This is an optimization exercise on Yosys and OpenROAD, whose aim is small area, not a production implementation.
Function was checked by simulation only, so behaviour that the tests miss may differ from the original.
Power is estimated from default activity; no workload was simulated.

the baseline:
==> flow/design.v (excerpt) <==
module omni_audio (
    input             clk,
    input             rst,
    input             cmd_valid,
    output            cmd_ready,
    input      [4:0]  cmd_op,
    input      [15:0] cmd_arg0,
    input      [15:0] cmd_arg1,
    input      [15:0] cmd_arg2,
    input      [15:0] cmd_arg3,
    input      [15:0] cmd_arg4,
    input             cmd_kind,
    input      [2:0]  cmd_block,
    output            mem_req,
    output     [15:0] mem_addr,
    input             mem_ack,
    input      [7:0]  mem_rdata,
    output            chip_we,
    output     [7:0]  chip_reg,
    output     [7:0]  chip_val,
    output            chip_gen,
    input             chip_svalid,
    input      [15:0] chip_sample,
    output            pcm_valid,
    output     [15:0] pcm_data,
    output            resp_valid,
    output            resp_some,
    output     [15:0] resp_id
);
    localparam [31:0] STEP4 = 32'd596591;      
    localparam [4:0] OP_STARTUP  = 5'h01;
    localparam [4:0] OP_SHUTDOWN = 5'h02;
    localparam [4:0] OP_SETFX    = 5'h03;
    localparam [4:0] OP_SETMUS   = 5'h04;
    localparam [4:0] OP_PLAYFX   = 5'h05;
    localparam [4:0] OP_STOPFX   = 5'h06;
    localparam [4:0] OP_QUERYFX  = 5'h07;
    localparam [4:0] OP_STARTMUS = 5'h08;
    localparam [4:0] OP_STOPMUS  = 5'h09;
    localparam [4:0] OP_PRODUCE  = 5'h10;
    localparam [5:0] S_IDLE    = 6'd0;
    localparam [5:0] S_ACC     = 6'd1;
    localparam [5:0] S_STUP    = 6'd2;
    localparam [5:0] S_FXSTOP  = 6'd3;
    localparam [5:0] S_SEQSTOP = 6'd4;
    localparam [5:0] S_LOADSEQ = 6'd5;
    localparam [5:0] S_PRI     = 6'd6;
    localparam [5:0] S_INSADDR = 6'd7;
    localparam [5:0] S_INSRD   = 6'd8;
    localparam [5:0] S_LOADCH  = 6'd9;
    localparam [5:0] S_PLOAD   = 6'd10;
    localparam [5:0] S_PCHK    = 6'd11;
    localparam [5:0] S_SEQ     = 6'd13;
    localparam [5:0] S_SRD     = 6'd14;
    localparam [5:0] S_SINC    = 6'd15;
    localparam [5:0] S_SEQDEC  = 6'd16;
    localparam [5:0] S_URD     = 6'd17;
    localparam [5:0] S_UINC    = 6'd18;
    localparam [5:0] S_FMA0    = 6'd19;
    localparam [5:0] S_FMKEY   = 6'd20;
    localparam [5:0] S_GEN     = 6'd23;
    localparam [5:0] S_GW      = 6'd24;
    localparam [5:0] S_SEND    = 6'd25;
  ...
export LEC_CHECK = 0
export CAP_MARGIN = 0
export CORE_MARGIN = 2
export CORE_UTILIZATION = 60
export CTS_BUF_LIST = sky130_fd_sc_hd__clkbuf_4
export PLACE_DENSITY = 0.75
export SLEW_MARGIN = 0
create_clock -name core_clock -period 120.0 [get_ports {clk}]
standard.sh (not shown) runs the stock make flow with config.mk's settings and CLKGATE_MAP_FILE= SYNTH_SCRIPT=/design/flow/synth_recipe.tcl, a recipe that flattens the netlist after the stock synthesis.
==> flow/flow/run.sh <==
#!/bin/bash
set -euo pipefail
export BUFFER_PORTS_ARGS="-buffer_cell sky130_fd_sc_hd__buf_1"
export CTS_ARGS="-sink_clustering_enable -repair_clock_nets -buf_list sky130_fd_sc_hd__clkbuf_4 -sink_clustering_size 10 -sink_clustering_max_diameter 40 -dont_use_dummy_load"
bash standard.sh > standard_flow.log 2>&1
The inputs of the candidate differ from those of the baseline as listed below.
Settings: swapping 0 for 20 in SLEW_MARGIN; swapping 0 for 20 in CAP_MARGIN.
## What came out
The candidate: all stages complete, timing, DRC and antenna checks passed. Sequential cell count came out exactly the same in the baseline and the candidate. The candidate -> the baseline: sum of internal, switching and leakage power flat. Area added between synthesis and finish delta (the baseline -> the candidate): insignificant. As far as number of setup buffers added after CTS goes, the candidate and the baseline are indistinguishable; the numbers are identical. Compared with the baseline, in the candidate final period demand of the worst path barely changed; total routed wirelength flat; portion of the post-synthesis area used by sequential elements flat; first-iteration detailed-routing DRC count rose by 12. Changes observed in the candidate relative to the baseline: non-clock buffer count flat; combinational fraction of design power flat.

---

Another version of the RTL of omni_audio (not shown whole).
For scale: roughly 1,000 cells after synthesis, roughly 310 flip-flops, ~190 I/O pins, ~12,000 µm² of cells after synthesis.
==> flow/config.mk <==
export PLATFORM = sky130hd
export DESIGN_NAME = omni_audio
export DESIGN_NICKNAME = omni_audio
export VERILOG_FILES = /design/flow/design.v
export SDC_FILE = /design/flow/constraint.sdc
export NUM_CORES = 4
export LEC_CHECK = 0
export CAP_MARGIN = 20
export CORE_MARGIN = 2
export CORE_UTILIZATION = 60
export CTS_BUF_LIST = sky130_fd_sc_hd__clkbuf_4
export PLACE_DENSITY = 0.75
export SLEW_MARGIN = 20
==> flow/constraint.sdc <==
create_clock -name core_clock -period 120.0 [get_ports {clk}]
set_input_delay 24.0000 -clock core_clock [delete_from_list [all_inputs] [get_ports {clk}]]
set_output_delay 24.0000 -clock core_clock [all_outputs]
set_load 0.01 [all_outputs]
run.sh (not shown) runs the stock make flow with config.mk's settings and CLKGATE_MAP_FILE= SYNTH_SCRIPT=/design/flow/synth_recipe.tcl, a recipe that flattens the netlist after the stock synthesis.
Stock flow here: none of the scripts above is used.
Edit:
==> flow/flow/run.sh (new file) <==
#!/bin/bash
set -euo pipefail
export BUFFER_PORTS_ARGS="-buffer_cell sky130_fd_sc_hd__buf_1"
bash standard.sh > standard_flow.log 2>&1
==> flow/standard.sh (new file) <==
#!/bin/bash
# synth_recipe.tcl (not shown) runs the flow's synth.tcl, then flattens the netlist and writes it again
# the make line also repeats each setting of config.mk as NAME=value (left out here)
make -C /OpenROAD-flow-scripts/flow DESIGN_CONFIG=/design/flow/config.mk WORK_HOME=/design/flow/orfs CLKGATE_MAP_FILE= SYNTH_SCRIPT=/design/flow/synth_recipe.tcl "${@:-finish}"
removed: flow/run.sh
=> The new run finished clean; routed wire length came out lower by 5.4%; worst setup slack gets better by 760 ps; maximum frequency rises by 1.5%; power increases by 2.0%; non-clock buffer count came out higher by 1; register-to-register slack is worse by 70 ps; worst hold slack degrades by 6.1 ps; via count decreases by 1.6%.

---

RTL: one of the versions met above, not the one the previous note started from.
Size in the first run: ~290 flip-flops, ~190 I/O pins, ~9800 sq um of cells after synthesis.
clock: 120.0 ns
lec_check: 0
abc_area: 1
cap_margin: 20
core_margin: 2
core_utilization: 60
cts_buf_list: sky130_fd_sc_hd__clkbuf_4
place_density: 0.75
slew_margin: 20
standard.sh (not shown) runs the stock make flow with config.mk's settings and CLKGATE_MAP_FILE= SYNTH_SCRIPT=/design/flow/synth_recipe.tcl, a recipe that flattens the netlist after the stock synthesis.
==> flow/flow/run.sh <==
#!/bin/bash
set -euo pipefail
here=$(pwd)
mkdir -p "$here/scripts"
for f in "$FLOW_HOME"/scripts/*; do
  ln -sfn "$f" "$here/scripts/"
done
rm -f "$here/scripts/abc_area.script"
cp "$here/flow/abc_area.script" "$here/scripts/abc_area.script"
export SCRIPTS_DIR="$here/scripts"
export ADDER_MAP_FILE=
export BUFFER_PORTS_ARGS="-buffer_cell sky130_fd_sc_hd__buf_1"
export CTS_ARGS="-sink_clustering_enable -repair_clock_nets -buf_list sky130_fd_sc_hd__clkbuf_4 -sink_clustering_size 10 -sink_clustering_max_diameter 40 -dont_use_dummy_load"
bash standard.sh > standard_flow.log 2>&1
==> flow/flow/abc_area.script <==
strash
dch
amap
topo
The baseline finished clean.
Edit:
--- a/flow/flow/run.sh
+++ b/flow/flow/run.sh
@@ -10,3 +10,2 @@
 export SCRIPTS_DIR="$here/scripts"
-export ADDER_MAP_FILE=
 export BUFFER_PORTS_ARGS="-buffer_cell sky130_fd_sc_hd__buf_1"
=>
- setup slack gains 230 ps
- via count is higher slightly
- area after synthesis is higher by a few percent
- combinational power is higher by a little under a tenth

-- re-timing with driven ports --
Ports are ideal in the flow. The routed layouts listed here were re-timed in OpenROAD. Step 1: set_driving_cell puts a clkbuf_16 on clk and a buf_2 on each other input, an assumption about the parent block. Step 2, shift: input delay + t, output delay - t, t = (earliest + latest rising clock arrival at the registers) / 2. This alone moves slack from input paths to output paths. a / b / c = no drivers / after step 1 / after step 2; a / b = the first two.
| run | shift t [ns] | setup slack, ns | hold WS [ns] | clock arrival spread, ns |
|---|---|---|---|---|
| the baseline | 0.624 | 69.718 / 69.688 / 69.688 | 0.281 / 0.281 / 0.281 | 0.058 / 0.058 |
| the candidate | 0.619 | 69.717 / 69.688 / 69.688 | 0.282 / 0.282 / 0.282 | 0.053 / 0.053 |
| the first run of note 2 | 0.698 | 69.016 / 68.976 / 68.976 | 0.312 / 0.312 / 0.312 | 0.041 / 0.042 |
| the second run of note 2 | 0.711 | 69.778 / 69.756 / 69.756 | 0.306 / 0.306 / 0.306 | 0.057 / 0.058 |
| the first run of note 3 | 0.633 | 69.011 / 68.990 / 68.990 | 0.303 / 0.303 / 0.303 | 0.062 / 0.062 |
| the second run of note 3 | 0.642 | 69.243 / 69.217 / 69.217 | 0.293 / 0.293 / 0.293 | 0.068 / 0.068 |
After both steps setup and hold are still met in every run listed. The setup slack of the first run of note 2, which loses most, moves by -0.040 ns with the drivers and by -0.040 ns with both steps.
